What follows belongs to an exercise in optimizing a design on an open flow for small area, a short achievable clock period and few clock cycles; a production flow would make more cautious choices. RTL that was checked went through simulation tests only; none was proved equivalent to the original. For run 2, only the layout was checked, not whether the RTL still works. No activity file was given, so power comes from the tool's default toggle rates.

==> design/flow/design.v <==
module fpp (
    input  wire         clk,
    input  wire         rst,           
    input  wire         in_valid,
    output wire         in_ready,
    input  wire [2:0]   in_kind,
    input  wire [7:0]   in_data,
    output wire [3:0]   status,
    output wire [6:0]   rxlen,
    output wire [191:0] sb             
);
    localparam STALL = 0;    
    localparam [2:0] K_START = 3'd0;
    localparam [2:0] K_BYTE  = 3'd1;
    localparam [2:0] K_END   = 3'd2;
    localparam [2:0] K_ERROR = 3'd3;
    localparam [2:0] K_PARSE = 3'd4;
    localparam [1:0] P_NF  = 2'd0;    
    localparam [1:0] P_INC = 2'd1;    
    localparam [1:0] P_CHK = 2'd2;    
    localparam [1:0] P_OK  = 2'd3;    
    reg [6:0]   wptr;
    reg [6:0]   rxlen_r;
    reg [3:0]   status_r;
    reg [191:0] sb_r;
    reg [191:0] cand;        
    reg         clr;         
    reg         ldp;         
    reg         pbv;         
    reg [7:0]   pbd;         
    reg [1:0]   pst;
    reg         prev42;
    reg [4:0]   j;
    reg [15:0]  acc;
    reg         hi_ok;
    assign in_ready = ~clr & ~ldp;
    wire acc_ok = in_valid & in_ready;
    wire a_start = acc_ok & (in_kind == K_START);
    wire a_byte  = acc_ok & (in_kind == K_BYTE);
    wire a_end   = acc_ok & (in_kind == K_END);
    wire a_error = acc_ok & (in_kind == K_ERROR);
    wire a_parse = acc_ok & (in_kind == K_PARSE);
    wire infr  = (pst == P_INC);
    wire shift = clr | (pbv & infr & (j >= 5'd4) & (j < 5'd28));
    wire [7:0] sbyte = clr ? 8'd0 : pbd;
    wire load  = (clr & (j == 5'd24)) | (STALL ? ldp : (a_parse & (pst == P_OK)));
    always @(posedge clk) begin
        if (shift)
            cand <= {cand[183:0], sbyte};
    end
    integer k;
    always @(posedge clk) begin
        if (load)
            for (k = 0; k < 12; k = k + 1)
                sb_r[16*k +: 16] <= cand[191 - 16*k -: 16];
    end
    always @(posedge clk) begin
        pbd <= in_data;
        if (rst) begin
            clr      <= 1'b1;
            ldp      <= 1'b0;
            j        <= 5'd0;
            wptr     <= 7'd0;
            rxlen_r  <= 7'd0;
            status_r <= 4'd0;
            pbv      <= 1'b0;
            pst      <= P_NF;
            prev42   <= 1'b0;
        end else if (clr) begin
            j <= j + 5'd1;
            if (j == 5'd24)
                clr <= 1'b0;
        end else begin
            ldp <= STALL && a_parse && (pst == P_OK);
            pbv <= a_byte & ~wptr[6];
            if (pbv) begin
                prev42 <= (pbd == 8'h42);
                case (pst)
                    P_NF: if (prev42 && pbd == 8'h4D) begin
                        pst <= P_INC;
                        j   <= 5'd2;
                        acc <= 16'h008F;     
                    end
                    P_INC: begin
                        if (j < 5'd30)
                            acc <= acc + {8'd0, pbd};
                        if (j == 5'd30)
                            hi_ok <= (acc[15:8] == pbd);
                        if (j == 5'd31)
                            pst <= (hi_ok && acc[7:0] == pbd) ? P_OK : P_CHK;
                        j <= j + 5'd1;
                    end
                    default: ;
                endcase
            end
            if (a_start) begin
                wptr   <= 7'd0;
                pst    <= P_NF;
                prev42 <= 1'b0;
            end
            if (a_byte && !wptr[6])
                wptr <= wptr + 7'd1;
            if (a_end) begin
                rxlen_r  <= wptr;
                status_r <= 4'd0;
            end
            if (a_error) begin
                rxlen_r  <= 7'd0;
                status_r <= 4'd8;
                pst      <= P_NF;
            end
            if (a_parse)
                case (pst)
                    P_NF:    status_r <= 4'd4;
                    P_INC:   status_r <= 4'd5;
                    P_CHK:   status_r <= 4'd3;
                    default: status_r <= 4'd0;
                endcase
        end
    end
    assign status = status_r;
    assign rxlen  = rxlen_r;
    assign sb     = sb_r;
endmodule
==> design/flow/run.sh <==
#!/bin/bash
# synth_recipe.tcl (not shown) runs the flow's synth.tcl, then flattens the netlist and writes it again
# the make line also repeats each setting of config.mk as NAME=value (left out here)
make -C /OpenROAD-flow-scripts/flow DESIGN_CONFIG=/design/flow/config.mk WORK_HOME=/design/flow/orfs CLKGATE_MAP_FILE= SYNTH_SCRIPT=/design/flow/synth_recipe.tcl finish
==> design/flow/config.mk <==
export PLATFORM = sky130hd
export DESIGN_NAME = fpp
export DESIGN_NICKNAME = fpp
export VERILOG_FILES = /design/flow/design.v
export SDC_FILE = /design/flow/constraint.sdc
export NUM_CORES = 4
export LEC_CHECK = 0
export CAP_MARGIN = 20
export CORE_MARGIN = 2
export CORE_UTILIZATION = 40
export SLEW_MARGIN = 20
==> design/flow/constraint.sdc <==
create_clock -name core_clock -period 6.0 [get_ports {clk}]
set_input_delay 1.2000 -clock core_clock [delete_from_list [all_inputs] [get_ports {clk}]]
set_output_delay 1.2000 -clock core_clock [all_outputs]
set_load 0.01 [all_outputs]
==> run notes, run 1 <==
For this run, design rule violations remaining after detail routing come to 0. The number of antenna diodes in the final layout is 0. The clock latency reported for the late side of the worst-skew pair is 0.54 ns. The post-layout instance area came out at 0.0187 mm^2. The average wire per cell in the routed design came out at 17.4 um. The floorplan has 69 rows. The worst setup path is captured at a flop. At the worst endpoint, the required time is 6.18 ns.

The average cell area after synthesis came out at 20.9 um^2. The CTS sink count came out at 437. The number of stages on the worst hold path came out at 0. By startpoint and endpoint, the worst setup path is classified as in2reg.

The worst path arrival time is 3.56 ns. TritonCTS built the clock tree. The number of warnings reported in the yosys synthesis log is 1.

The number of buffers inserted by port buffering is 217. The maximum fanout along the worst path is 46. The overall die area came out at 0.0377 mm^2. The flow ran to the end and the layout has no timing, DRC or antenna violations.

The global placement routability congestion is 0.736. Relative to the synthesized area, the layout overhead comes to 29.5%. For this run, asynchronously set or reset flops after synthesis account for 0. The power per cell area came out at 322 mW/mm^2. Ranked by total cell area, the synthesized netlist is headed by edfxtp_1 (83%), dfxtp_1 (5.0%), ha_1 (1.4%). The global route total overflow is 0. The cell-internal power is 4.92 mW. Clock tree synthesis inserted a total of 44 buffers. The final HPWL from detailed placement came out at 15,800 um. The initial detailed-routing violation count came out at 406. The number of standard cells in the layout, taps in and fillers out came out at 1,448. The total of fill cells in the finished design came out at 2,900.

The total setup buffers inserted after CTS is 0. The nature of the critical path startpoint is an input pin. The post-detailed-route via-to-cell ratio came out at 4.78. The path class of the tightest hold or removal check is reg2reg. The via count of the first global-routing pass came to 6,784.

In this run, placement finished with an instance count of 1,367. The root cell of the clock tree is clkbuf_16. The biggest area contributor in the post-synthesis netlist is edfxtp_1. The first-pass GRT wire length is 38,800 um.

The die is 194 um tall. In this run the remaining antenna-violating nets after routing total 0. The total standard cell area after synthesis is 0.0145 mm^2. The number of instances resized during post-cts repair came out at 0.

In this run, post-CTS hold repair placed 0 buffers. The total track usage came out at 0.131. The largest net degree at the start of global routing is 120. The total wire length came out at 25,200 um.

The top cell types in the final layout, fill and taps aside, are edfxtp_1 (401), clkdlybuf4s50_1 (217), clkbuf_16 (46). For this run, the leading register cell type out of synthesis is edfxtp_1. Clock-pin slew was measured on the worst setup and hold paths at 0.06 ns.

Summed over all cells, the static leakage comes to 6.79 nW. The synthesized design contains 401 enable-type register cells. The highest clock frequency the design can meet is 0.296 GHz. The count of boundary I/O pins came out at 218. The net switching power figure is 1.11 mW. For this configuration, the core starts out at a cell density of 0.407.

The proportion of power drawn by the clock network came out at 0.447. The switching fraction of total power came out at 0.185. The longest clock path from root to sink contains 3 buffers. The post-route setup TNS is 0 ns. Clock skew on the completed layout was measured at 0.0135 ns. The minimum clock period is 3.38 ns. Of the synthesized area, sequential elements account for 0.882. The pin slew with the least headroom to its limit came out at 1.03 ns. The detailed router placed 6,916 vias in this run. The deepest level of the CTS H-tree came out at 2. Leaving out fill and tap cells, the most frequent cell in the layout is edfxtp_1. Setup violations remaining at the end of the flow were counted as 0. The share of cells above drive strength 1 is 0.0790. Setup repair after global routing left no endpoint under its margin. The fraction of the cycle the final worst path needs came out at 0.563. The post-layout net count is 983.

The maximum vdd ir drop came out at 271 uV. The number of endpoints with negative hold slack in the final report is 0. The number of antenna violations at the first check in global routing came out at 0. The gate count of the mapped netlist is 692. The length of the first detailed-routing pass in iterations came out at 4. Measured in cells, the most critical reg-to-reg path has a length of 4. The synthesis-stage register bit count is 437.

The portion of total power attributed to combinational logic came out at 0.008. The instance area at placement is 0.0173 mm^2. The number of different library cells in the post-synthesis netlist came out at 55. The die is 194 um wide. Of the total power, registers draw 0.545. The area share of the largest cell type after synthesis came out at 0.832. The headroom to the max-slew limit is 0.314. The synthesized netlist net count is 723. The placeable core region came out at 0.0356 mm^2. The number of max-slew violations in the final report is 0. Max-cap violations in this run came to 0.
## flip-flops by register name, summed over array words and instances, names as in the netlist
name / flops
clr: 1
status_r: 4
wptr: 7
hi_ok: 1
prev42: 1
pbv: 1
sb_r: 192
pst: 2
cand: 192
rxlen_r: 7
j: 5
acc: 16
pbd: 8
## routing by layer
| metal | vias to the layer above | wire [um] | global-route usage |
|---|---|---|---|
| li1 | 3230 | - | - |
| met1 | 3422 | 11400 | 0.184 |
| met2 | 218 | 11500 | 0.203 |
| met3 | 46 | 1690 | 0.0325 |
| met4 | 0 | 528 | 0.0390 |
| met5 | - | 0 | 0 |
## cells in the mapped netlist (all sizes together), types with 3 or more instances
cell and number:
o21a 3, and3 7, a21o 5, xnor2 12
and2 6, a21oi 22, nand3 4, a31oi 5
dfxtp 36, edfxtp 401, xor2 7, nand2 30
clkbuf 12, nor2 21, nand2b 6, inv 8
nor3b 3, nor2b 12, o21bai 3, nand3b 13
or3 3, mux2i 4, ha 16, a22oi 4
nor3 6, a211oi 3, or4b 4, nand4 8
## stage by stage
step | utilization | total power [mW] | setup slack, ns | hold WS (ns)
after floorplan | - | 3.38 | 0.287 | 0.400
after global placement | 0.486 | 3.40 | 2.06 | 0.402
after detailed placement | 0.486 | 3.40 | 2.03 | 0.407
after CTS | 0.527 | 6.10 | 2.59 | 0.422
after global routing | 0.527 | 6.23 | 2.41 | 0.425
final | 0.527 | 6.03 | 2.62 | 0.420
## power by group through the flow
stage | combinational [mW] | clock, mW | sequential (mW)
after floorplan | 0.0307 | 0 | 3.35
after global placement | 0.0457 | 0 | 3.35
after detailed placement | 0.0460 | 0 | 3.35
after CTS | 0.0462 | 2.77 | 3.29
after global routing | 0.0516 | 2.90 | 3.28
final | 0.0461 | 2.70 | 3.29
## worst max-delay path, cell delays in order
cell and delay [ns]:
clkdlybuf4s50_1 0.64, nor2_1 0.16, and4_1 0.35, a22o_4 0.67
buf_4 0.49
## area by class of cell
type | instances | area, um^2 | area share
clock buffers | 55 | 1180 | 0.0632
inverters | 8 | 30.0 | 0.00160
well taps | 461 | 577 | 0.0308
flip-flops and latches | 437 | 12800 | 0.681
repair buffers | 226 | 2280 | 0.121
multi-input cells | 235 | 1660 | 0.0883
clock inverters | 26 | 256 | 0.0137
## cell families (layout without fill, tap and decap cells)
group	after synthesis	in the layout	synth area share
DFF	437	437	0.882
buffers and inverters	20	315	0.00519
xor gates and xnor gates	19	19	0.0115
and+or+nand+nor	135	135	0.0541
adders and majority gates	17	17	0.0152
AOI/OAI and AO/OA	59	59	0.0289
muxes	5	5	0.00354
## path summary, 6_finish.rpt
check | start | endpoint | slack (ns)
setup / recovery | in_kind[0] | sb_r[110] | 2.62
hold / removal | cand[187] | sb_r[11] | 0.42
setup reg to reg | clr | sb_r[110] | 3.26
hold reg to reg | cand[187] | sb_r[11] | 0.42
Testbench counts, summed over its fixed seeds: cycles 15,751.
==> inputs of run 2 (changes only) <==
--- a/design/flow/design.v
+++ b/design/flow/design.v
@@ -11,3 +11,3 @@
 );
-    localparam STALL = 0;    
+    localparam STALL = 1;    
     localparam [2:0] K_START = 3'd0;
@@ -21,4 +21,3 @@
     localparam [1:0] P_OK  = 2'd3;    
-    reg [6:0]   wptr;
-    reg [6:0]   rxlen_r;
+    reg [6:0]   rxlen_r;     
     reg [3:0]   status_r;
@@ -33,3 +32,3 @@
     reg [4:0]   j;
-    reg [15:0]  acc;
+    reg [12:0]  acc;         
     reg         hi_ok;
@@ -62,3 +61,2 @@
             j        <= 5'd0;
-            wptr     <= 7'd0;
             rxlen_r  <= 7'd0;
@@ -74,3 +72,3 @@
             ldp <= STALL && a_parse && (pst == P_OK);
-            pbv <= a_byte & ~wptr[6];
+            pbv <= a_byte & ~rxlen_r[6];
             if (pbv) begin
@@ -81,3 +79,3 @@
                         j   <= 5'd2;
-                        acc <= 16'h008F;     
+                        acc <= 13'h008F;     
                     end
@@ -85,5 +83,5 @@
                         if (j < 5'd30)
-                            acc <= acc + {8'd0, pbd};
+                            acc <= acc + {5'd0, pbd};
                         if (j == 5'd30)
-                            hi_ok <= (acc[15:8] == pbd);
+                            hi_ok <= ({3'd0, acc[12:8]} == pbd);
                         if (j == 5'd31)
@@ -96,3 +94,3 @@
             if (a_start) begin
-                wptr   <= 7'd0;
+                rxlen_r <= 7'd0;
                 pst    <= P_NF;
@@ -100,8 +98,6 @@
             end
-            if (a_byte && !wptr[6])
-                wptr <= wptr + 7'd1;
-            if (a_end) begin
-                rxlen_r  <= wptr;
+            if (a_byte && !rxlen_r[6])
+                rxlen_r <= rxlen_r + 7'd1;
+            if (a_end)
                 status_r <= 4'd0;
-            end
             if (a_error) begin
--- a/design/flow/config.mk
+++ b/design/flow/config.mk
@@ -10,2 +10,3 @@
 export CORE_UTILIZATION = 40
+export SETUP_SLACK_MARGIN = 3.5
 export SLEW_MARGIN = 20
==> run 2 against run 1 <==
  * Power shrank 3.0%
  * Clock skew grew 0.012 ns
  * Setup slack gained 0.89 ns
  * Still clean on timing, DRC and antenna
  * Synthesized cell count shrank 5.2%
  * Hold slack is essentially flat
  * Register-to-register slack gained 0.27 ns
  * Core utilization shrank 0.26 points
  * Count of clock-buffer cells in the layout shrank 1
==> run notes, run 2 <==
Ranked by instance count, the synthesized netlist is headed by edfxtp_1 (398), dfxtp_1 (30), nand2_1 (21). The initial detailed-routing violation count is 505. The hold buffer count at cts is 0. The clock passes through at most 3 buffers. The worst setup path is of the reg2out kind. The flow ran to the end and the layout has no timing, DRC or antenna violations. The worst setup path is launched from a flop. The number of stages on the worst hold path is 0. The vertical die dimension came out at 192 um. Entering global routing, the biggest net connects 193 pins. The maximum vdd ir drop is 197 uV. The clock drives 428 sinks. The via count of the first global-routing pass came out at 6,481. By area the synthesized netlist is led by edfxtp_1 (85%), dfxtp_1 (4.3%), ha_1 (1.4%). The met3 wirelength from detailed routing came out at 2090 um.

After detailed routing, the wire length on met1 is 10,800 um. The length of the first detailed-routing pass in iterations came out at 4. For this run, the register share of the synthesized area comes to 0.891. Before CTS, the worst setup slack after placement is 2.49 ns. The synthesized netlist net count came out at 687. The number of max-slew violations in the final report is 0. The post-layout net count came out at 946. The proportion of power drawn by the clock network is 0.441. The register share of total power came out at 0.551. In this run the worst setup path terminates at in_ready.

Setup violations remaining at the end of the flow were counted as 0. The highest clock frequency the design can meet came out at 0.403 GHz. The number of buffers inserted by port buffering came out at 217. The core region is 0.0346 mm^2. The number of endpoints with negative hold slack in the final report is 0. For this run, the leading register cell type out of synthesis is edfxtp_1. 218 I/O pins were placed.

The required time of the critical path came out at 4.80 ns. The number of remaining DRC errors is 0. The worst hold margin came out at 0.420 ns. At the worst endpoint, the arrival time is 1.28 ns. The post-detailed-route via-to-cell ratio is 4.83.

The global placement routability congestion came out at 0.793. The number of max-cap violations came out at 0. The worst register-to-register path has a depth of 5. The number of different library cells in the post-synthesis netlist is 56.

The largest total area in the synthesized netlist belongs to edfxtp_1. In this run, placement finished with an instance count of 1,318. Adding up every negative setup slack in the final design gives 0 ns. The placement row count came out at 68.

STA classifies the critical path endpoint as an output pin. Setup repair after global routing could not meet its margin everywhere. The tree is rooted in a clkbuf_16. The number of routed nets with antenna violations is 0. The total standard cell area after synthesis is 0.0141 mm^2. The switching fraction of total power came out at 0.188. The count of cells in the finished layout, fillers not included, comes to 1,405. Of all nets on the critical path, the largest fanout is 18. Of the available clock period, the critical path in the final layout requires 0.414. The total track usage is 0.131. TritonCTS built the clock tree.

The average instance in the mapped netlist occupies 21.5 um^2. After legalization and detailed placement, the total HPWL measured 14,700 um. The average wire per cell in the routed design is 17.4 um. The area share of the largest cell type after synthesis is 0.848. The sum of met2 wire segment lengths after detailed routing is 11,200 um. By instance count, the leading cell after synthesis is edfxtp_1. Once routing completed, OpenROAD measured the worst setup slack at 3.52 ns. The instance area at placement is 0.0169 mm^2. In the layout the commonest cells are edfxtp_1 (398), dlygate4sd2_1 (197), clkbuf_16 (45).

For this run, asynchronously set or reset flops after synthesis account for 0. The endpoint identified for the worst register-to-register timing path is cand[9]. The post-layout instance area came out at 0.0182 mm^2. The cell-internal power came out at 4.75 mW. The synthesis-stage register bit count came out at 428.

The H-tree was split into 2 levels. The final clock skew is 0.0256 ns. The headroom to the max-slew limit came out at 0.195. Synthesis handed over a netlist of 656 instances. The global route total overflow came out at 0. The largest registers in the layout are cand x192, sb_r x192, acc x13. For this design the ratio of total power to cell area is 322 mW/mm^2. The number of antenna violations at the first check in global routing is 0. Summed over all cells, the static leakage comes to 6.98 nW. Leaving out fill and tap cells, the most frequent cell in the layout is edfxtp_1.

The minimum clock period came out at 2.48 ns. Clock-pin slew was measured on the worst setup and hold paths at 0.06 ns. The total of fill cells in the finished design came out at 2,851. The first-pass GRT wire length came out at 37,000 um. The min-delay analysis places its worst path in the category reg2reg. The clock latency reported for the late side of the worst-skew pair came out at 0.54 ns.

Counting flops with a built-in enable in the synthesized netlist gives 398. Relative to the synthesized area, the layout overhead comes to 28.8%. The share of cells above drive strength 1 is 0.105. For this run, the number of Yosys warnings is 1. The overall die area came out at 0.0368 mm^2. In this run the power spent charging and discharging nets is 1.10 mW. The launching instance or port of the critical path is clr.

Signal routing reaches up to met4. The antenna cell count came out at 0. The initial core utilization is 0.407.

The width of the die came out at 192 um. The register-to-register setup slack is 3.53 ns. The routed design has 24,500 um of wire. The portion of total power attributed to combinational logic is 0.008. The number of clock buffers added by TritonCTS is 44.

Summing over every cut layer, the via total after detailed routing is 6,785. The startpoint identified for the worst register-to-register timing path is pst[1]. The pin slew with the least headroom to its limit came out at 1.21 ns.
==> run 2: cell count changes after synthesis, sizes merged, moves of 6 or more <==
cell	delta
nand3b	-10
nor2	-10
nand2	-9
dfxtp	-6
xor2	-6
==> run 2: timing repair <==
item                                    CTS  global route
pin swaps                                 2             3
resized for setup                       212            16
cloned                                    0             0
endpoints found under the setup margin  367            85
setup buffers                             3             2
==> run 2: final cells by class <==
| cell class | count | area, um^2 | area share |
|---|---|---|---|
| clock buffer | 54 | 1160 | 0.0639 |
| clock inverter | 27 | 221 | 0.0122 |
| inverter | 11 | 41.3 | 0.00227 |
| multi-input combinational | 205 | 1560 | 0.0859 |
| sequential | 428 | 12600 | 0.692 |
| tap | 455 | 569 | 0.0314 |
| timing repair buffer | 225 | 2040 | 0.112 |
==> run 2: per-layer routing <==
| metal | vias to the layer above | track usage |
|---|---|---|
| met1 | 3353 | 0.185 |
| met2 | 267 | 0.200 |
| li1 | 3124 | - |
| met3 | 41 | 0.0389 |
| met4 | 0 | 0.0370 |
| met5 | - | 0 |
==> run 2: worst max-delay path, stage by stage (launching register included) <==
cell and delay, ns:
dfxtp_4 0.42, nor2_2 0.16, clkbuf_2 0.15
==> run 2: how the worst min path moves through the flow <==
stage                     startpoint        to  slack, ns
after floorplan            cand[186]  sb_r[10]       0.40
after global routing       cand[184]   sb_r[8]       0.43
after CTS                  cand[184]   sb_r[8]       0.42
final                      cand[184]   sb_r[8]       0.42
after global placement     cand[191]  sb_r[15]       0.40
after detailed placement   cand[184]   sb_r[8]       0.41
==> run 2: power by group through the flow <==
stage / sequential, mW / clock, mW / combinational, mW
2_1_floorplan: 3.28 / 0 / 0.0293
3_3_place_gp: 3.29 / 0 / 0.0442
3_5_place_dp: 3.29 / 0 / 0.0449
4_1_cts: 3.22 / 2.66 / 0.0454
5_1_grt: 3.22 / 2.78 / 0.0506
6_report: 3.22 / 2.58 / 0.0463
==> run 2: cell families after synthesis <==
family,Yosys count,share of synthesized area
compound gates,62,0.0298
xor+xnor,9,0.00559
fa+ha+maj,17,0.0156
buf+inv,23,0.00666
flops,428,0.891
mux,9,0.00648
simple gates,108,0.0452
==> run 2: metrics by stage <==
step / utilization / power [mW]
final: 0.524 / 5.85
after global routing: 0.524 / 6.06
after CTS: 0.522 / 5.93
after detailed placement: 0.488 / 3.33
after global placement: 0.488 / 3.33
after floorplan: - / 3.31
==> inputs of run 3 (changes only) <==
--- a/design/flow/design.v
+++ b/design/flow/design.v
@@ -11,3 +11,3 @@
 );
-    localparam STALL = 1;    
+    localparam STALL = 0;    
     localparam [2:0] K_START = 3'd0;
==> run 3 against run 2 <==
  * Global-route usage up 1.2 points
  * Final cell count down 0.14%
  * Maximum frequency up 0.56%
  * Largest cell class unchanged
  * Still clean on timing, DRC and antenna
  * First-iteration DRC count down 21%
  * Sequential power about the same
  * Synthesized cell count down 2.9%
  * Critical endpoint is now sb[109]
  * Core utilization up 0.55 points
  * Area after synthesis down 1.2%
  * Non-clock buffer count up 11
==> run notes, run 3 <==
The register-to-register setup slack is 3.56 ns. The element type at the critical path end is an output pin. The deepest level of the CTS H-tree came out at 2.

Counting along the longest clock path gives a buffer depth of 3. Data arrives at the worst endpoint at 1.27 ns. The post-layout net count came out at 944.

0 antenna diodes ended up in the layout. The critical path goes through dlygate4sd2_1. The synthesized netlist net count came out at 668.

The final setup violation count is 0. In the post-synthesis netlist, the biggest area contributors are edfxtp_1 (86%), dfxtp_1 (4.2%), ha_1 (1.4%). STA classifies the critical path startpoint as a flop.

The count of boundary I/O pins came out at 218. The first global-routing pass estimated 39,100 um of wire. Setup repair after global routing could not meet its margin everywhere. The average cell area after synthesis is 21.9 um^2. The total of fill cells in the finished design is 2,844. The initial utilization of the core area, before any placement, comes to 0.405.

The total via count in the routed design is 6,645. The clock latency reported for the late side of the worst-skew pair is 0.55 ns. The number of stages on the worst hold path is 0. The initial detailed-routing violation count came out at 399. The number of antenna violations at the first check in global routing is 0. The number of standard cells in the layout, taps in and fillers out is 1,403. Hold is met by 0.419 ns. The number of max-slew violations in the final report came out at 0. The share of cells above drive strength 1 is 0.117.

The biggest area contributor in the post-synthesis netlist is edfxtp_1. The share of async-settable or async-resettable flops after synthesis is 0. The setup path with the least slack is of type reg2out.

The number of different library cells in the post-synthesis netlist came out at 53. In the routed layout, each cell is associated on average with a via count of 4.74. The total standard cell area after synthesis came out at 0.0139 mm^2. The initialized floorplan defines 68 standard-cell rows. Entering global routing, the biggest net connects 67 pins.

The placeable core region came out at 0.0344 mm^2. The gate count of the mapped netlist is 637. The pre-antenna-repair detailed-routing pass consisted of 4 iterations. The minimum clock period is 2.47 ns. The area taken by flip-flops and latches came out at 0.0125 mm^2.

For this run, the number of Yosys warnings is 1. TritonCTS built the clock tree. Among cell families on the critical path, the largest total delay comes from flip-flops. The clock drives 427 sinks. The flow ran to the end and the layout has no timing, DRC or antenna violations. The fraction of the cycle the final worst path needs came out at 0.411. Based on the critical path, the design can be clocked at up to 0.405 GHz. The root cell of the clock tree is clkbuf_16. The path category of the worst min-delay check is reg2reg. The number of enable-type register cells in the synthesized netlist is 398.

The number of CTS-inserted buffers is 44. The sink of the worst hold path is sb_r[13]. The area growth from synthesis to layout is 30.8%. Together, buffers and inverters on the worst path number 1. Cell internal power was estimated by the tool at 4.75 mW.

In the layout the commonest cells are edfxtp_1 (398), dlygate4sd2_1 (185), clkbuf_16 (44). The highest-delay cell along the critical path is edfxtp_1. The number of cells traversed by the worst register-to-register path came out at 5. The global placement routability congestion came out at 0.800. The required time of the critical path is 4.80 ns. IR analysis of the VDD net gives a maximum drop of 186 uV.

The floorplan step set the die height to 191 um. Summing all multi-input logic gate instances after layout gives 0.00144 mm^2. The number of endpoints with negative hold slack in the final report is 0.

The post-route setup TNS is 0 ns. The library cell used most frequently in the layout, excluding fill and tap cells, is edfxtp_1. The number of placed instances, taps included came out at 1,304. The final clock skew is 0.0177 ns. In the routed design, unresolved DRC markers number 0. The area share of the largest cell type after synthesis is 0.858. The static leakage power is 7.01 nW. The worst min-delay path startpoint is cand[189]. The global route total overflow came out at 0. The overall die area is 0.0363 mm^2. The final HPWL from detailed placement came out at 15,000 um. The power per cell area came out at 323 mW/mm^2. The number of routed nets with antenna violations came out at 0. The total track usage is 0.143. In this run, synthesis produced a sequential element count of 427. Among all flip-flop cells after synthesis, the most frequent one is edfxtp_1. The endpoint identified for the worst register-to-register timing path is cand[0]. In the final layout, the registers with the most flip-flops are cand x192, sb_r x192, acc x13.

Clock-pin slew was measured on the worst setup and hold paths at 0.06 ns. The utilization of the core after routing came out at 0.530. The average wire per cell in the routed design came out at 18.6 um. The die is 191 um wide. Of the total power, the share spent switching nets is 0.194.

The proportion of power drawn by the clock network is 0.444. The net switching power figure came out at 1.14 mW. The largest single stage delay on the critical path is 0.41 ns. The startpoint identified for the worst register-to-register timing path is pst[1]. The most common cell in the synthesized netlist is edfxtp_1. At the pin with the least slew margin, the transition time is 0.938 ns.

The register share of total power came out at 0.546. The total wire length came out at 26,100 um. Sorting the synthesized cells by how often they occur yields edfxtp_1 (398), dfxtp_1 (29), nor2_1 (23). The share of the yosys chip area belonging to registers came out at 0.900. The number of buffers inserted by port buffering is 217. The via count of the first global-routing pass is 6,603. The portion of total power attributed to combinational logic came out at 0.010. The maximum fanout along the worst path is 1.

The number of max-cap violations is 0. The headroom to the max-slew limit came out at 0.375.
-- run 3: worst max path at each step --
| stage | from | endpoint | cells past startpoint |
|---|---|---|---|
| floorplan | in_kind[0] | sb_r[0] | 3 |
| global placement | in_valid | sb_r[10] | 5 |
| detailed placement | in_valid | sb_r[10] | 5 |
| CTS | clr | in_ready | 2 |
| global route | pst[1] | cand[100] | 5 |
| finish | sb_r[109] | sb[109] | 1 |
-- run 3: cells by family after synthesis --
| family | Yosys count | share of synthesized area |
|---|---|---|
| AO/OA/AOI/OAI | 60 | 0.0303 |
| XOR/XNOR | 14 | 0.00881 |
| adder cells (fa/ha/maj) | 17 | 0.0158 |
| buffers and inverters | 16 | 0.00440 |
| flip-flops | 427 | 0.900 |
| multiplexers | 3 | 0.00225 |
| AND/OR/NAND/NOR | 100 | 0.0385 |
-- run 3: power groups by stage --
| stage | Clock, mW | Combinational [mW] | Sequential (mW) |
|---|---|---|---|
| after floorplan | 0 | 0.0411 | 3.28 |
| after global placement | 0 | 0.0549 | 3.28 |
| after detailed placement | 0 | 0.0569 | 3.28 |
| after CTS | 2.68 | 0.0563 | 3.22 |
| after global routing | 2.80 | 0.0651 | 3.22 |
| final | 2.62 | 0.0575 | 3.22 |
-- run 3: timing repair --
action                                  CTS  global route
gates cloned                              8             0
setup buffers                            10             0
pin swaps                                 3             0
resized for setup                       240            17
endpoints found under the setup margin  513           132
hold buffers                              0             0
-- run 3: metal layers --
metal	part of all wire	wire length (um)	vias to the layer above	GRT usage
met5	0	0	-	0
met3	0.066	1730	45	0.0335
met1	0.44	11600	3285	0.197
met4	0.027	713	0	0.0501
li1	-	-	3090	-
met2	0.46	12100	225	0.225
-- run 3: area by class of cell --
class | instances | share of cell area
Inverter | 6 | 0.00165
Timing Repair Buffer | 236 | 0.122
Clock inverter | 25 | 0.0135
Sequential cell | 427 | 0.689
Tap cell | 455 | 0.0313
Multi-Input combinational cell | 198 | 0.0793
Clock buffer | 56 | 0.0635
-- run 3: per-stage QoR --
stage                     instance area, um^2  setup slack, ns  power [mW]
after floorplan                         14000             2.52        3.32
final                                   18200             3.53        5.89
after global placement                  16700             2.15        3.34
after detailed placement                16700             2.10        3.34
after CTS                               18200             3.28        5.96
after global routing                    18200             3.44        6.08
Testbench counts of run 3, summed over its fixed seeds: cycles 15,751.
==> inputs of run 4 (changes only) <==
==> design/flow/flow/run.sh (new file) <==
#!/bin/bash
# The standard layout (standard.sh), with the port buffers made of buf_1
# cells instead of the slow delay cells buffer_ports picks by default.
set -euo pipefail
export BUFFER_PORTS_ARGS="-buffer_cell sky130_fd_sc_hd__buf_1"
bash standard.sh finish > flow_make.log 2>&1
==> design/flow/standard.sh (new file) <==
#!/bin/bash
# synth_recipe.tcl (not shown) runs the flow's synth.tcl, then flattens the netlist and writes it again
# the make line also repeats each setting of config.mk as NAME=value (left out here)
make -C /OpenROAD-flow-scripts/flow DESIGN_CONFIG=/design/flow/config.mk WORK_HOME=/design/flow/orfs CLKGATE_MAP_FILE= SYNTH_SCRIPT=/design/flow/synth_recipe.tcl "${@:-finish}"
removed: design/flow/run.sh
==> run 4 against run 3 <==
  * Count of clock-buffer cells in the layout is 2 higher
  * Power increased by 1.7%
  * Global-route usage shrank 1.1 points
  * Die area is the same
  * Sequential share of layout area up 4.7 points
  * Setup slack better by 0.095 ns
  * Largest cell class unchanged
  * Clock skew fell by 0.0020 ns
  * Critical path depth stayed put
  * Area after synthesis stayed put
  * Cell area fell by 6.4%
  * First-iteration DRC count is 14% higher
  * Clock power rose by 4%
  * Highest routed layer unchanged
==> run notes, run 4 <==
The layer flagged by global routing as most heavily used is met2. The number of routed nets with antenna violations came out at 0. The static leakage power came out at 6.10 nW. The number of enable-type register cells in the synthesized netlist is 398. The netlist uses 53 different library cells. The number of antenna violations at the first check in global routing is 0. The worst path arrival time is 1.17 ns. The total via count in the routed design is 6,551. Of the total power, the clock network draws 0.454. On the critical path, the stage with the largest delay is an instance of dfxtp_1.

Prior to clock tree synthesis, the placed netlist has a worst setup slack of 2.25 ns. The total design power came out at 5.99 mW. The routing usage on met3 is 0.0375. The library cells used most frequently in the layout, excluding fill and tap cells, are edfxtp_1 (398), buf_1 (217), clkbuf_16 (46). TritonCTS built the clock tree.

Across the run, the number of max-cap violations was 0. The cell-internal power is 4.88 mW. The element type at the critical path end is an output pin. The vertical die dimension came out at 191 um. The share of cells above drive strength 1 came out at 0.108. The area growth from synthesis to layout came out at 22.4%.

In the final layout, the registers with the most flip-flops are cand x192, sb_r x192, acc x13. The gate count of the mapped netlist came out at 637. The portion of total power attributed to combinational logic is 0.009. Setup repair after global routing left no endpoint under its margin.

The fraction of the cycle the final worst path needs is 0.396. The area share of the largest cell type after synthesis came out at 0.858. The number of CTS-inserted buffers came out at 44. The switching fraction of total power came out at 0.186. 218 I/O pins were placed.

The required time of the critical path came out at 4.80 ns. The share of the yosys chip area belonging to registers is 0.900. The initial detailed-routing violation count is 456. The die covers 0.0363 mm^2. For this run, the leading register cell type out of synthesis is edfxtp_1. The post-layout net count came out at 938. The via count of the first global-routing pass came out at 6,284. The number of max-slew violations in the final report is 0. Counting flops with an async set or reset pin after synthesis yields a share of 0. The power per cell area came out at 352 mW/mm^2. The first-pass GRT wire length came out at 36,800 um. The clock-pin transition on the worst setup and hold timing paths is 0.06 ns. For met2 alone, demand over resource in global routing was 0.206. The initial core utilization is 0.405.

The final HPWL from detailed placement came out at 14,400 um. The width of the die came out at 191 um. The number of remaining DRC errors is 0. The number of buffers inserted by port buffering is 217. For this design, the CTS-stage hold fixing added 0 buffers.

The met1 capacity usage during global routing came out at 0.179. The global placement routability congestion came out at 0.802. CTS saw 427 sinks. The synthesis-stage register bit count came out at 427. The headroom to the max-slew limit is 0.248. The placement row count is 68. The final setup violation count came out at 0. The final clock skew is 0.0157 ns.

For this run, the number of Yosys warnings is 1. The total overflow left after global routing is 0. The synthesized netlist occupies a cell area of 0.0139 mm^2. The length of the first detailed-routing pass in iterations came out at 4.

By area the synthesized netlist is led by edfxtp_1 (86%), dfxtp_1 (4.2%), ha_1 (1.4%). The highest clock frequency the design can meet is 0.421 GHz. The critical path goes through buf_1. The number of endpoints with negative hold slack in the final report is 0. The maximum fanout along the worst path came out at 8.

The number of buffer and inverter instances along the worst setup path came out at 1. The most common cell in the synthesized netlist is edfxtp_1. By count the netlist is led by edfxtp_1 (398), dfxtp_1 (29), nor2_1 (23). Broken down by cell family, the worst path's largest delay share belongs to flip-flops. The antenna cell count is 0. The post-route setup TNS is 0 ns. The largest stage delay on the critical path is 0.46 ns. VDD sags by at most 218 uV. The nature of the critical path startpoint is a flop. The clock latency reported for the late side of the worst-skew pair came out at 0.54 ns. The total track usage is 0.133. The category of the most critical setup path is reg2out. The biggest area contributor in the post-synthesis netlist is edfxtp_1. The minimum clock period came out at 2.37 ns.

The share of total power dissipated in sequential elements is 0.537. The average cell area after synthesis is 21.9 um^2. In the post-route analysis, the smallest setup slack over all paths is 3.63 ns.

After detailed routing, the average wire length per cell comes to 17.6 um. The largest net degree at the start of global routing is 66. The placeable core region came out at 0.0344 mm^2.

The largest buffer count on any clock path is 3. The net switching power figure is 1.11 mW. The worst hold path belongs to the class reg2reg. The run finished with no timing, DRC or antenna violations. The pin slew with the least headroom to its limit is 1.13 ns. The library cell used most frequently in the layout, excluding fill and tap cells, is edfxtp_1. The deepest level of the CTS H-tree is 2. The synthesized netlist net count is 668. In this run the register-to-register setup slack is 3.70 ns.

The total wire length is 24,600 um. The root buffer cell chosen for the clock tree is clkbuf_16. After detailed routing, the number of vias per cell comes to 4.69.
==> run 4: changes by cell type in the layout (fill, tap and decap cells not counted), moves of 3 or more <==
cell             delta
dfxtp_1             +4
dfxtp_2             -4
dlygate4sd2_1     -185
clkdlybuf4s15_1    -22
clkinvlp_4          -3
clkdlybuf4s50_1     -8
buf_1             +217
clkinv_2            +7
buf_16              -3
==> run 4: per-stage QoR <==
stage	std cells	hold slack, ns	instance area (um^2)	utilization
finish	1398	0.418	17000	0.496
global route	1398	0.426	17000	0.496
CTS	1396	0.420	17000	0.495
detailed placement	1304	0.406	15400	0.447
global placement	1304	0.401	15400	0.447
floorplan	637	0.400	14000	-
==> run 4: power groups by stage <==
stage	sequential, mW	clock [mW]	combinational [mW]
floorplan	3.28	0	0.0411
global route	3.22	2.92	0.0590
CTS	3.22	2.80	0.0516
finish	3.22	2.72	0.0526
global placement	3.28	0	0.0496
detailed placement	3.28	0	0.0505
==> run 4: kinds of logic (layout without fill, tap and decap cells) <==
logic type / after synthesis / after routing / share of synthesized area
fa+ha+maj: 17 / 17 / 0.0158
flops: 427 / 427 / 0.900
mux: 3 / 3 / 0.00225
simple gates: 100 / 101 / 0.0385
xor+xnor: 14 / 14 / 0.00881
compound gates: 60 / 62 / 0.0303
buf+inv: 16 / 319 / 0.00440
==> run 4: path summary, 6_finish.rpt <==
check / start / endpoint / cells after the start
worst min-delay path: cand[191] / sb_r[15] / 0
worst max-delay path: rxlen_r[3] / rxlen[3] / 1
worst min register to register: cand[191] / sb_r[15] / 0
worst max register to register: pst[1] / cand[170] / 5
==> run 4: layout make-up <==
cell class	count	area [um^2]
inverter	6	26.3
timing repair buffer	231	997
fill	2842	17300
clock buffer	58	1220
multi-input combinational	197	1440
clock inverter	24	259
tap	455	569
sequential	427	12500
==> run 4: layer usage <==
metal  wire (um)  share of wire
met5           0              0
met4         728          0.030
met3        1880          0.077
met2       11300           0.46
met1       10600           0.43
==> run 4: timing repair <==
| item | 4_1_cts | 5_1_grt |
|---|---|---|
| pin swaps | 3 | 0 |
| gates resized for setup | 13 | 6 |
| cloned | 4 | 0 |
| setup buffers | 6 | 2 |
| setup endpoints to repair | 330 | 228 |
==> inputs of run 5 (changes only) <==
--- a/design/flow/config.mk
+++ b/design/flow/config.mk
@@ -10,2 +10,4 @@
 export CORE_UTILIZATION = 40
+export CTS_BUF_LIST = sky130_fd_sc_hd__clkbuf_8
+export CTS_CLUSTER_SIZE = 30
 export SETUP_SLACK_MARGIN = 3.5
==> run 5 against run 4 <==
  * Synthesized cell count unchanged
  * Wire length is 2.6% higher
  * Sequential share of layout area rose by 0.99 points
  * Sequential cell count did not move
  * Die area did not move
  * Count of clock-buffer cells in the layout is 13 higher
  * Area after synthesis did not move
  * Clock skew increased by 0.0045 ns
  * Core utilization fell by 0.65 points
  * Power is 7.7% lower
  * Sequential power is essentially flat
  * Largest cell class unchanged
  * Largest power group unchanged
==> run notes, run 5 <==
The path class of the tightest hold or removal check is reg2reg. The highest-delay cell along the critical path is edfxtp_1. The post-detailed-route via-to-cell ratio came out at 4.64. The routing layer with the top usage in global route is met2. The gate count of the mapped netlist is 637. The tree is rooted in a clkbuf_8. The via count of the first global-routing pass came to 6,485. The clock-pin transition on the worst setup and hold timing paths came out at 0.06 ns. The largest net degree at the start of global routing is 91.

The number of max-slew violations in the final report is 0. The total standard cell area after synthesis is 0.0139 mm^2. For this run, the number of Yosys warnings is 1. The maximum fanout along the worst path is 1.

The number of antenna violations at the first check in global routing is 0. Setup total negative slack on the finished layout was measured at 0 ns. The share of async-settable or async-resettable flops after synthesis came out at 0. The met2 usage in global routing came out at 0.206.

The largest stage delay on the critical path is 0.45 ns. The initial detailed-routing violation count came out at 403. The met1 capacity usage during global routing is 0.180. The number of routed nets with antenna violations came out at 0. The flow ran to the end and the layout has no timing, DRC or antenna violations. The share of the yosys chip area belonging to registers is 0.900. The CTS sink count came out at 427. edfxtp_1 is the most common cell in the netlist. The number of CTS-inserted buffers came out at 70. The instance area at placement came out at 0.0154 mm^2. On the final layout, the worst clock skew is 0.0202 ns. In this run the standard cell core region covers 0.0344 mm^2.

The highest clock frequency the design can meet is 0.420 GHz. Dividing the final minimum period by the clock period gives 0.397. The length of the first detailed-routing pass in iterations came out at 5. The count of buffers added on input and output ports is 217. The H-tree was split into 3 levels. The worst setup path is captured at an output pin. The maximum vdd ir drop is 181 uV. After detailed routing, the average wire length per cell comes to 17.5 um. Subtracting the final worst setup slack from the clock period gives 2.38 ns. The number of enable-type register cells in the synthesized netlist is 398. The post-layout net count came out at 964. Summed over all instances, the cell type with the most area after synthesis is edfxtp_1. Power comes to 5.53 mW.

The worst path arrival time came out at 1.18 ns. By area the synthesized netlist is led by edfxtp_1 (86%), dfxtp_1 (4.2%), ha_1 (1.4%). TritonCTS built the clock tree. In the layout the commonest cells are edfxtp_1 (398), buf_1 (217), clkbuf_8 (71). Setup repair after global routing left no endpoint under its margin. The number of nets handed over by synthesis was 668. The final HPWL from detailed placement came out at 14,400 um. The number of endpoints with negative hold slack in the final report came out at 0. The commonest cells after synthesis are edfxtp_1 (398), dfxtp_1 (29), nor2_1 (23). Hold repair after CTS inserted 0 buffers. Across all hold checks on the routed design, the worst slack comes to 0.417 ns. The total track usage is 0.134. STA classifies the critical path startpoint as a flop. The static leakage power came out at 6.08 nW. The placement row count is 68. After routing the design area is 0.0168 mm^2. The largest registers in the layout are cand x192, sb_r x192, acc x13. The most used flip-flop cell after synthesis is edfxtp_1.

The global placement routability congestion is 0.802. The final layout contains routed wiring with a total length of 25,200 um. For this run, the share of the core covered by cells in the final layout is 0.489. The number of buffer and inverter instances along the worst setup path is 1. The clock latency reported for the late side of the worst-skew pair is 0.57 ns. The critical path goes through buf_1. The antenna cell count is 0. The library cell used most frequently in the layout, excluding fill and tap cells, is edfxtp_1. At the worst endpoint, the required time is 4.80 ns. The number of max-cap violations is 0.

The first global-routing pass estimated 36,900 um of wire. For this run, global-route usage on met3 was measured as 0.0438. For the pin with the worst max-slew slack, the measured transition is 0.611 ns.

Of the cells placed in the final design, the portion with a size suffix greater than 1 is 0.125. The die is 191 um wide. The overall die area is 0.0363 mm^2.

The number of different library cells in the post-synthesis netlist came out at 53. The global route total overflow is 0. The total via count in the routed design came out at 6,688. The power per cell area is 329 mW/mm^2. The area growth from synthesis to layout is 20.8%. The number of remaining DRC errors is 0. No sink is reached through more buffers than the 3 on the longest clock path. The vertical die dimension came out at 191 um. The synthesis-stage register bit count is 427. The final setup violation count came out at 0. The initial core utilization is 0.405. The cell family contributing the most delay on the critical path is flip-flops.

The area share of the largest cell type after synthesis came out at 0.858. The critical path in this run is classified as reg2out. In this run the count of I/O pins placed on the die edge is 218. The headroom to the max-slew limit is 0.589. The average cell area after synthesis came out at 21.9 um^2.
run 5: cell counts after synthesis:
No cell type changed its count.
run 5: timing repair:
action / in CTS / in global routing
setup endpoints to repair: 330 / 218
setup buffers: 5 / 1
gates cloned: 3 / 2
pin swaps: 3 / 1
resized for setup: 14 / 5
run 5: cell families after synthesis:
| logic type | Yosys count | synth area share |
|---|---|---|
| XOR/XNOR | 14 | 0.00881 |
| flip-flops | 427 | 0.900 |
| AND/OR/NAND/NOR | 100 | 0.0385 |
| adder cells (fa/ha/maj) | 17 | 0.0158 |
| multiplexers | 3 | 0.00225 |
| AO/OA/AOI/OAI | 60 | 0.0303 |
| buffers and inverters | 16 | 0.00440 |
run 5: path summary, 6_finish.rpt:
check        cells after the start        to  slack [ns]  startpoint
min reg2reg                      0  sb_r[15]        0.42   cand[191]
max reg2reg                      5  cand[93]        3.67      pst[1]
max                              1   sb[188]        3.62   sb_r[188]
min                              0  sb_r[15]        0.42   cand[191]
run 5: area by class of cell:
class                   count  area, um^2
clock buffers              71         977
clock inverters            55         280
fillers                  2900       17600
inverters                   6        26.3
multi-input cells         198        1450
flip-flops and latches    427       12500
well taps                 455         569
repair buffers            230         981
run 5: routing by layer:
layer / wire length, um / up-vias
li1: - / 3132
met1: 11000 / 3279
met2: 11800 / 235
met3: 2000 / 42
met4: 380 / 0
met5: 0 / -
run 5: power by group:
part / leakage [nW] / internal [mW] / switching, mW
Sequential: 4.52 / 3.21 / 0.00797
Combinational: 0.848 / 0.0233 / 0.0305
Clock: 0.709 / 1.16 / 1.10
run 5: through the flow:
stage | std cells | worst slack, ns
3_5_place_dp | 1304 | 2.25
5_1_grt | 1442 | 3.53
6_report | 1442 | 3.62
3_3_place_gp | 1304 | 2.31
2_1_floorplan | 637 | 2.52
4_1_cts | 1438 | 3.51
==> inputs of run 6 (changes only) <==
--- a/design/flow/config.mk
+++ b/design/flow/config.mk
@@ -9,6 +9,5 @@
 export CORE_MARGIN = 2
-export CORE_UTILIZATION = 40
+export CORE_UTILIZATION = 65
 export CTS_BUF_LIST = sky130_fd_sc_hd__clkbuf_8
-export CTS_CLUSTER_SIZE = 30
-export SETUP_SLACK_MARGIN = 3.5
+export SETUP_SLACK_MARGIN = 3.8
 export SLEW_MARGIN = 20
==> run 6 against run 5 <==
  * Critical endpoint is now in_ready
  * Still clean
  * Non-clock buffer count increased by 11
  * Sequential cell count unchanged
  * Die area decreased by 38%
  * Final cell count decreased by 13%
  * Clock skew increased by 0.0027 ns
  * Count of clock-buffer cells in the layout decreased by 9
  * Largest cell class unchanged
==> run notes, run 6 <==
The post-route setup TNS came out at 0 ns. The power per cell area is 314 mW/mm^2. The smallest setup slack after layout came out at 3.65 ns. The initial core utilization came out at 0.662. Setup repair after global routing could not meet its margin everywhere.

Dividing the synthesized area by the synthesized cell count gives 21.9 um^2. For this run, the top clock speed supported by timing is 0.425 GHz. The first-pass GRT wire length is 37,600 um. The antenna cell count came out at 0.

The path class of the tightest hold or removal check is reg2reg. In the final layout, the registers with the most flip-flops are cand x192, sb_r x192, acc x13. The count of boundary I/O pins is 218. The top cell types in the final layout, fill and taps aside, are edfxtp_1 (398), clkbuf_2 (136), clkbuf_8 (62). The total wire length came out at 25,300 um. The number of max-cap violations came out at 0. The hold buffer count at cts came out at 0. Of the synthesized area, sequential elements account for 0.900. The commonest cells after synthesis are edfxtp_1 (398), dfxtp_1 (29), nor2_1 (23). The post-detailed-route via-to-cell ratio came out at 5.38. The worst slack at placement came out at 2.40 ns. The synthesized netlist net count is 668. Entering global routing, the biggest net connects 76 pins. The CTS sink count is 427. IR analysis of the VDD net gives a maximum drop of 289 uV.

For this run, the number of Yosys warnings is 1. The clock passes through at most 3 buffers. The number of max-slew violations in the final report is 0.

The most frequent standard cell in the layout excluding fill and tap cells is edfxtp_1. The fraction of the cycle the final worst path needs is 0.392. The final HPWL from detailed placement came out at 14,500 um. The count of buffers added on input and output ports is 217. The number of endpoints with negative hold slack in the final report came out at 0. The width of the die came out at 150 um.

The area growth from synthesis to layout came out at 21.7%. The maximum fanout along the worst path came out at 2. The total standard cell area after synthesis came out at 0.0139 mm^2. After clock tree synthesis, the clock-pin slew on the worst setup and hold paths is 0.06 ns.

For this run, the total global-route usage over all layers was measured as 0.224. In this run the clock root is driven by a clkbuf_8. After detailed routing, the number of remaining DRC violations is 0.

The detail route stage leaves a number of antenna-violating nets equal to 0. The via count of the first global-routing pass is 6,762. The run finished with no timing, DRC or antenna violations. The gate count of the mapped netlist is 637.

The global placement routability congestion is 0.797. The element type at the critical path end is an output pin. CTS built an H-tree with a depth of 2. The worst setup path is launched from a flop.

The largest individual stage delay along the critical path comes from the cell dfxtp_4. The leading cell type by number of instances after synthesis is edfxtp_1. The share of async-settable or async-resettable flops after synthesis is 0. The minimum clock period came out at 2.35 ns. The clock latency reported for the late side of the worst-skew pair is 0.59 ns. The total of fill cells in the finished design is 1,056.

Between clock sinks in the finished design, the worst skew comes to 0.0229 ns. In this design, the largest share of critical-path delay is due to flip-flops. In this run the tightest slew margin relative to its limit is 0.595. The first TritonRoute pass finished after 5 iterations. The number of enable-type register cells in the synthesized netlist came out at 398.

The pin slew with the least headroom to its limit is 0.608 ns. Synthesis inferred 427 register bits. The number of buffer and inverter instances along the worst setup path came out at 2. The most used flip-flop cell after synthesis is edfxtp_1.

The number of antenna violations at the first check in global routing came out at 0. Setup violations remaining at the end of the flow were counted as 0. TritonCTS created 60 clock buffers. The total via count in the routed design came out at 6,778.

Of all cell types, the one taking the most synthesized area is edfxtp_1. The largest single stage delay on the critical path is 0.36 ns. The required time of the critical path is 4.80 ns.

The share of cells above drive strength 1 is 0.333. The global route total overflow came out at 0. The die is 150 um tall. The area share of the largest cell type after synthesis came out at 0.858. By area the synthesized netlist is led by edfxtp_1 (86%), dfxtp_1 (4.2%), ha_1 (1.4%). In this run the standard cell core region covers 0.0210 mm^2. The placement row count is 53. The synthesized netlist contains 53 unique library cells. The critical path goes through clkinvlp_4 > buf_6. By startpoint and endpoint, the worst setup path is classified as reg2out. The initial detailed-routing violation count is 461. The post-layout net count is 966.

TritonCTS built the clock tree. The overall die area came out at 0.0226 mm^2. The static leakage power came out at 6.68 nW. The worst path arrival time is 1.15 ns. The average wire per cell in the routed design is 20.1 um.
## run 6: cell types whose count changed in the layout (fill, tap and decap cells not counted), moves of 3 or more
cell,before,now
inv_1,25,28
clkbuf_2,0,136
dfxtp_4,1,6
buf_4,7,20
buf_6,1,16
buf_1,217,24
clkbuf_8,71,62
dfxtp_1,27,15
clkinvlp_4,6,2
buf_2,0,42
dfxtp_2,1,8
## run 6: logic make-up after synthesis
family                   Yosys count  share of synthesized area
AND/OR/NAND/NOR                  100                     0.0385
adder cells (fa/ha/maj)           17                     0.0158
multiplexers                       3                    0.00225
buffers and inverters             16                    0.00440
AO/OA/AOI/OAI                     60                     0.0303
flip-flops                       427                      0.900
XOR/XNOR                          14                    0.00881
## run 6: worst paths after layout
kind         startpoint        to  depth (start not counted)  slack [ns]
min           cand[184]   sb_r[8]                          0        0.42
max reg2reg      pbd[2]   acc[11]                          6        3.89
min reg2reg   cand[184]   sb_r[8]                          0        0.42
max                 clr  in_ready                          2        3.65
## run 6: per-stage QoR
stage | area, um^2 | power, mW | utilization | hold WS [ns] | std cells
floorplan | 14000 | 3.32 | - | 0.400 | 637
global placement | 15100 | 3.33 | 0.720 | 0.404 | 1123
detailed placement | 15100 | 3.33 | 0.720 | 0.405 | 1123
CTS | 16700 | 5.35 | 0.796 | 0.417 | 1258
global route | 16900 | 5.49 | 0.806 | 0.445 | 1260
finish | 16900 | 5.33 | 0.806 | 0.421 | 1260
## run 6: repair_timing
item                                    in CTS  in global routing
endpoints found under the setup margin     618                395
pin swaps                                    5                  4
gates cloned                                 6                  0
setup buffers                               17                  2
gates resized for setup                    105                148
hold endpoints to repair                     0                  0
## run 6: layout make-up
class / instances / area, um^2 / share of cell area
Sequential cell: 427 / 12600 / 0.742
Multi-Input combinational cell: 199 / 1520 / 0.0896
Timing Repair Buffer: 241 / 1380 / 0.0815
Clock buffer: 62 / 853 / 0.0504
Tap cell: 275 / 344 / 0.0203
Clock inverter: 50 / 254 / 0.0150
Inverter: 6 / 27.5 / 0.00162
## run 6: layer usage
| layer | up-vias | GRT usage | wire length, um |
|---|---|---|---|
| met5 | - | 0 | 0 |
| li1 | 3141 | - | - |
| met3 | 37 | 0.0533 | 1870 |
| met2 | 247 | 0.377 | 13100 |
| met1 | 3353 | 0.292 | 9850 |
| met4 | 0 | 0.0750 | 469 |
## run 6: worst reg2reg max path, stage by stage, from the launching register on
cell,delay [ns]
dfxtp_1,0.39
ha_1,0.41
o211ai_1,0.14
o21bai_1,0.33
a21oi_1,0.19
or3_1,0.37
a21oi_1,0.15
## run 6: where the power goes
group	leakage (nW)	internal, mW	total, mW	switching, mW
clock network	0.650	1.04	2.05	1.01
registers	4.53	3.21	3.22	0.00883
logic	1.51	0.0251	0.0573	0.0322
==> inputs of run 7 (changes only) <==
--- a/design/flow/design.v
+++ b/design/flow/design.v
@@ -26,2 +26,3 @@
     reg         clr;         
+    reg         rdy;         
     reg         ldp;         
@@ -34,4 +35,4 @@
     reg         hi_ok;
-    assign in_ready = ~clr & ~ldp;
-    wire acc_ok = in_valid & in_ready;
+    assign in_ready = rdy & ~ldp;
+    wire acc_ok = in_valid & rdy & ~ldp;
     wire a_start = acc_ok & (in_kind == K_START);
@@ -59,2 +60,3 @@
             clr      <= 1'b1;
+            rdy      <= 1'b0;
             ldp      <= 1'b0;
@@ -68,4 +70,6 @@
             j <= j + 5'd1;
-            if (j == 5'd24)
+            if (j == 5'd24) begin
                 clr <= 1'b0;
+                rdy <= 1'b1;
+            end
         end else begin
==> design/flow/flow/run.sh (replaced) <==
#!/bin/bash
# The standard layout (standard.sh) with two changes:
#  - the port buffers are buf_1 cells instead of the slow delay cells that
#    buffer_ports picks by default;
#  - the clock tree uses larger sink clusters of clkbuf_16 (fewer buffers).
set -euo pipefail
export BUFFER_PORTS_ARGS="-buffer_cell sky130_fd_sc_hd__buf_1"
export CTS_ARGS="-sink_clustering_enable -repair_clock_nets -buf_list sky130_fd_sc_hd__clkbuf_16 -sink_clustering_size 30 -sink_clustering_max_diameter 100 -sink_buffer_max_cap_derate 1.0"
bash standard.sh finish > flow_make.log 2>&1
--- a/design/flow/config.mk
+++ b/design/flow/config.mk
@@ -9,4 +9,3 @@
 export CORE_MARGIN = 2
-export CORE_UTILIZATION = 65
-export CTS_BUF_LIST = sky130_fd_sc_hd__clkbuf_8
+export CORE_UTILIZATION = 40
 export SETUP_SLACK_MARGIN = 3.8
==> run 7 against run 6 <==
  * Still clean
  * Power is 12% lower
  * Synthesized cell count increased by 0.63%
  * Hold slack improved by 0.0078 ns
  * Critical path depth fell by 1
  * Die area grew 61%
  * Critical endpoint is now sb[85]
  * Largest cell class unchanged
  * Highest routed layer unchanged
==> run notes, run 7 <==
The post-detailed-route via-to-cell ratio is 4.75. At the pin with the least slew margin, the transition time is 0.662 ns. The share of cells above drive strength 1 is 0.305. The average cell area after synthesis is 21.8 um^2. The fraction of the mapped netlist area in compound gates was 0.0302.

The startpoint identified for the worst hold timing path is cand[184]. After detailed routing, the number of remaining DRC violations is 0. The cell-internal power came out at 3.81 mW. The leading cell type by number of instances after synthesis is edfxtp_1. The total via count in the routed design came out at 6,437. The placeable core region came out at 0.0345 mm^2. The flow ran to the end and the layout has no timing, DRC or antenna violations. In this run the critical register-to-register path is launched from pst[1]. In the layout the commonest cells are edfxtp_1 (398), clkbuf_2 (117), buf_2 (50). The number of antenna violations at the first check in global routing is 0. After layout, the design draws a total of 4.67 mW.

The vertical die dimension is 191 um. The number of routed nets with antenna violations came out at 0. Dividing the detail-routed wire length by the instance count gives 17.2 um. The initial core utilization came out at 0.405. The largest net degree at the start of global routing came out at 84. The worst hold path belongs to the class reg2reg. The TritonCTS clock tree is done.

In the global route stage, overall resource usage came out at 0.119. The power per cell area is 280 mW/mm^2. 0 antenna diodes ended up in the layout. After synthesis, the share of cell area in mux cells is 0.00144. The count of boundary I/O pins is 218.

The register share of total power came out at 0.689. The library cell used most frequently in the layout, excluding fill and tap cells, is edfxtp_1. The hold buffer count at cts is 0. The fraction of the mapped netlist area in adder cells is 0.0158.

The proportion of power drawn by the clock network came out at 0.302. The number of buffers inserted by port buffering came out at 217. The most used flip-flop cell after synthesis is edfxtp_1. The highest clock frequency the design can meet came out at 0.435 GHz. The share of the yosys chip area belonging to registers came out at 0.900. The number of max-slew violations in the final report came to 0.

The critical path is of the reg2out type. The largest total area in the synthesized netlist belongs to edfxtp_1. Summing all multi-input logic gate instances after layout gives 0.00146 mm^2. The commonest cells after synthesis are edfxtp_1 (398), dfxtp_1 (30), nor2_1 (25). The post-layout net count is 930. Of the post-synthesis cell area, the dominant cell type holds 0.857. Setup violations remaining at the end of the flow were counted as 0. The initial detailed-routing violation count is 501.

For this run, the detailed router's first-pass iteration total came to 5. STA classifies the critical path startpoint as a flop. The area fraction in and, or, nand and nor cells after synthesis came out at 0.0388. Across the routed clock network, the largest skew measured is 0.0162 ns. The cell family contributing the most delay on the critical path is flip-flops. The clock-pin transition on the worst setup and hold timing paths came out at 0.10 ns.

The total wire length came out at 23,300 um. Synthesis produced 641 cells. OpenSTA, run right after detailed placement, puts the worst setup slack at 3.03 ns. The number of max-cap violations is 0. Counting along the longest clock path gives a buffer depth of 3. The width of the die came out at 191 um.

The number of buffer and inverter instances along the worst setup path came out at 1. The number of CTS-inserted buffers came out at 18. The maximum vdd ir drop is 152 uV. Of the total power, the share spent switching nets is 0.184. The number of nets handed over by synthesis was 672. By area, the combinational part of the netlist is dominated by simple AND/OR/NAND/NOR gates. The tree is rooted in a clkbuf_16. In the final layout, the registers with the most flip-flops are cand x192, sb_r x192, acc x13.

The worst path arrival time is 1.10 ns. The routed design could run at a clock period as short as 2.30 ns. The mapped netlist covers 0.0139 mm^2. The placement row count came out at 68.

The most critical setup path has its startpoint at sb_r[85]. Registers take 0.0126 mm^2. After layout, the worst setup slack is 3.70 ns. The highest-delay cell along the critical path is edfxtp_1. The headroom to the max-slew limit is 0.559. Dividing the final minimum period by the clock period gives 0.383. The number of endpoints with negative hold slack in the final report was 0. The portion of total power attributed to combinational logic is 0.009. The synthesis-stage register bit count came out at 428.

The global placement routability congestion is 0.806. The number of warnings reported in the yosys synthesis log came out at 1. The deepest level of the CTS H-tree came out at 1. The first-pass GRT wire length is 34,100 um. The global route total overflow came out at 0.

Traced cell by cell, the critical path runs through clkbuf_2. The total of fill cells in the finished design came out at 2,887. The net switching power figure is 0.857 mW. The area growth from synthesis to layout is 19.4%. The static leakage power came out at 6.28 nW. The number of different library cells in the post-synthesis netlist came out at 49.

The post-route setup TNS is 0 ns. The maximum fanout along the worst path came out at 1. Setup repair after global routing could not meet its margin everywhere. The xor and xnor fraction of the mapped netlist area came out at 0.00942. The worst setup path is captured at an output pin. The required time of the critical path came out at 4.80 ns. The overall die area is 0.0364 mm^2. The final HPWL from detailed placement came out at 14,300 um. The clock latency reported for the late side of the worst-skew pair is 0.52 ns. The share of async-settable or async-resettable flops after synthesis is 0.

The largest stage delay on the critical path came out at 0.44 ns. Counting flops with a built-in enable in the synthesized netlist gives 398. The clock net in this run drives a total of 428 sinks.

By area the synthesized netlist is led by edfxtp_1 (86%), dfxtp_1 (4.3%), ha_1 (1.4%). The via count of the first global-routing pass was 6,085.
run 7: worst paths after layout:
kind | endpoint | slack, ns | cells after the start
setup reg to reg | cand[180] | 3.90 | 5
hold reg to reg | sb_r[8] | 0.43 | 0
setup / recovery | sb[85] | 3.70 | 1
hold / removal | sb_r[8] | 0.43 | 0
run 7: stage by stage:
step	hold slack [ns]	instance area [um^2]	utilization	std cells
2_1_floorplan	0.400	14000	-	641
3_3_place_gp	0.402	15400	0.448	1313
3_5_place_dp	0.405	15400	0.448	1313
4_1_cts	0.430	16300	0.472	1346
5_1_grt	0.442	16600	0.483	1356
6_report	0.429	16600	0.483	1356
run 7: cell families (layout without fill, tap and decap cells):
family / count (synthesis) / count (layout)
xor+xnor: 15 / 15
fa+ha+maj: 17 / 17
buf+inv: 16 / 276
flops: 428 / 428
simple gates: 100 / 100
compound gates: 63 / 63
mux: 2 / 2
run 7: metal layers:
layer,track usage,share of wire
met1,0.171,0.45
met2,0.190,0.47
met3,0.0228,0.061
met4,0.0268,0.015
met5,0,0
run 7: repair_timing:
item,CTS,global route
cloned,1,4
resized for setup,104,141
pin swaps,1,6
setup endpoints to repair,601,465
buffers inserted,10,6
run 7: final cells by class:
class,count,share of cell area
Clock buffer,19,0.0286
Tap cell,455,0.0342
Timing Repair Buffer,244,0.0903
Clock inverter,3,0.00150
Multi-Input combinational cell,197,0.0877
Sequential cell,428,0.755
Inverter,10,0.00248
run 7: power by group through the flow:
stage / clock [mW] / sequential [mW] / combinational, mW
detailed placement: 0 / 3.29 / 0.0393
CTS: 1.47 / 3.22 / 0.0399
global placement: 0 / 3.28 / 0.0389
global route: 1.57 / 3.22 / 0.0470
floorplan: 0 / 3.28 / 0.0291
finish: 1.41 / 3.22 / 0.0415
Testbench counts of run 7, summed over its fixed seeds: cycles 15,751.
==> inputs of run 8 (changes only) <==
--- a/design/flow/config.mk
+++ b/design/flow/config.mk
@@ -10,3 +10,3 @@
 export CORE_UTILIZATION = 40
-export SETUP_SLACK_MARGIN = 3.8
+export SETUP_SLACK_MARGIN = 3.5
 export SLEW_MARGIN = 20
==> run 8 against run 7 <==
  * Count of clock-buffer cells in the layout did not move
  * Via count down 3.4%
  * Sequential share of layout area is 3.0 points higher
  * Global-route usage shrank 0.078 points
  * Maximum frequency shrank 1.9%
  * Power rose by 0.48%
  * First-iteration DRC count down 7.8%
==> run notes, run 8 <==
The flow ran to the end and the layout has no timing, DRC or antenna violations. The maximum vdd ir drop came out at 218 uV. The static leakage power is 5.59 nW. TritonCTS built the clock tree.

The instance area at placement is 0.0154 mm^2. Of the total synthesized cell area, the portion taken by XOR and XNOR cells is 0.00942. The proportion of power drawn by the clock network is 0.305. The number of max-cap violations came out at 0. The area share of the largest cell type after synthesis is 0.857. The synthesized netlist net count is 672. The share of cells above drive strength 1 came out at 0.0520.

The element type at the critical path end is a flop. In this run the number of H-tree levels came out at 1. The number of max-slew violations in the final report is 0. The length of the first detailed-routing pass in iterations came out at 4. The register share of total power is 0.686.

Setup repair after global routing left no endpoint under its margin. Entering global routing, the biggest net connects 193 pins. The area fraction in and, or, nand and nor cells after synthesis is 0.0388. The initial core utilization is 0.405. The final route contains 6,221 vias. The vertical die dimension is 191 um.

The number of different library cells used by synthesis comes to 49. The post-detailed-route via-to-cell ratio came out at 4.65. STA classifies the critical path startpoint as a flop. The portion of total power attributed to combinational logic came out at 0.009. The gate count of the mapped netlist came out at 641.

The width of the die is 191 um. In the routed design, unresolved DRC markers number 0. The final HPWL from detailed placement came out at 14,200 um.

The number of endpoints with negative hold slack in the final report is 0. The share of cell area taken by muxes after synthesis came out at 0.00144. The share of async-settable or async-resettable flops after synthesis came out at 0. Of all nets on the critical path, the largest fanout is 192. The fraction of the mapped netlist area in adder cells is 0.0158. On the worst path, the slowest cell contributes a delay of 0.56 ns. In this run, synthesis produced a sequential element count of 428. For the pin with the worst max-slew slack, the measured transition is 1.15 ns. The minimum clock period is 2.34 ns. The area taken by flip-flops and latches came out at 0.0126 mm^2.

The first-pass GRT wire length came out at 34,000 um. The worst path arrival time is 2.48 ns. By area, the combinational part of the netlist is dominated by simple AND/OR/NAND/NOR gates. The switching fraction of total power is 0.186. The power per cell area is 293 mW/mm^2. The number of buffers inserted by port buffering came out at 217. Cell internal power was estimated by the tool at 3.82 mW. The leading cell type by number of instances after synthesis is edfxtp_1. Hold is met by 0.429 ns. The highest clock frequency the design can meet is 0.427 GHz. The most frequently used flop master after synthesis is edfxtp_1. After the last flow step, the layout net total stands at 908. The total standard cell area after synthesis came out at 0.0139 mm^2. By count the netlist is led by edfxtp_1 (398), dfxtp_1 (30), nor2_1 (25).

The register-to-register setup slack is 3.66 ns. The CTS sink count came out at 428. The fraction of the mapped netlist area in compound gates came to 0.0302. Headroom to the max-slew limit came out at 0.232. The signal on the critical path passes through inv_2 > ha_4 > nand2_4 > o31ai_4 > buf_16. Each instance of the synthesized netlist takes up on average 21.8 um^2.

The number of antenna diodes in the final layout is 0. The net switching power figure came out at 0.872 mW. Timing analysis after detailed placement gives a worst setup slack of 3.18 ns. The overall die area is 0.0364 mm^2. The area growth from synthesis to layout is 14.7%. The number of routed nets with antenna violations came out at 0. The via count of the first global-routing pass is 5,935. The largest buffer count on any clock path came out at 3. The number of CTS-inserted buffers came out at 18. The synthesized design contains 398 enable-type register cells. The clock-pin transition on the worst setup and hold timing paths is 0.12 ns.
run 8: path summary, 6_finish.rpt:
check                           startpoint  depth (start not counted)         to
worst max-delay path                pst[1]                          5  cand[191]
worst max register to register      pst[1]                          5  cand[191]
worst min-delay path             cand[187]                          0   sb_r[11]
worst min register to register   cand[187]                          0   sb_r[11]
run 8: repair_timing:
item | CTS | global route
pin swaps | 1 | 0
endpoints found under the setup margin | 13 | 267
hold buffers | 0 | 0
setup buffers | 1 | 0
gates resized for setup | 1 | 3
run 8: per-stage QoR:
stage | instances | util
global placement | 1311 | 0.448
CTS | 1339 | 0.464
floorplan | 641 | -
global route | 1339 | 0.464
finish | 1339 | 0.464
detailed placement | 1311 | 0.448
run 8: area by class of cell:
| cell class | instances | share of cell area |
|---|---|---|
| multi-input combinational | 197 | 0.0877 |
| sequential | 428 | 0.785 |
| clock buffer | 19 | 0.0297 |
| inverter | 10 | 0.00235 |
| tap | 455 | 0.0356 |
| clock inverter | 8 | 0.00297 |
| timing repair buffer | 222 | 0.0569 |
run 8: cell families (layout without fill, tap and decap cells):
| group | count (synthesis) | in the layout |
|---|---|---|
| mux | 2 | 2 |
| fa+ha+maj | 17 | 17 |
| simple gates | 100 | 100 |
| buf+inv | 16 | 259 |
| flops | 428 | 428 |
| compound gates | 63 | 63 |
| xor+xnor | 15 | 15 |
run 8: critical path, delay by kind of cell (launching register included):
family | cells | cell delay [ns]
buf+inv | 2 | 0.64
flops | 1 | 0.36
fa+ha+maj | 1 | 0.26
compound gates | 1 | 0.25
simple gates | 1 | 0.09
run 8: metal layers:
| layer | vias to the layer above | wire (um) | GRT usage |
|---|---|---|---|
| met5 | - | 0 | 0 |
| met1 | 3069 | 10400 | 0.172 |
| met3 | 23 | 1290 | 0.0228 |
| met4 | 0 | 261 | 0.0218 |
| li1 | 2956 | - | - |
| met2 | 173 | 10500 | 0.189 |
run 8: power groups by stage:
| stage | Sequential, mW | Combinational, mW | Clock (mW) |
|---|---|---|---|
| 3_3_place_gp | 3.28 | 0.0394 | 0 |
| 2_1_floorplan | 3.28 | 0.0282 | 0 |
| 4_1_cts | 3.22 | 0.0400 | 1.49 |
| 5_1_grt | 3.22 | 0.0443 | 1.60 |
| 3_5_place_dp | 3.28 | 0.0395 | 0 |
| 6_report | 3.22 | 0.0401 | 1.43 |

Re-timed with assumed drivers on the ports (clkbuf_16 on the clock, buf_2 on other inputs), run 8 has 3.627 ns of setup slack against 3.656 ns with ideal ports, and 3.246 ns once port delays also move by the mid clock arrival of 0.556 ns.
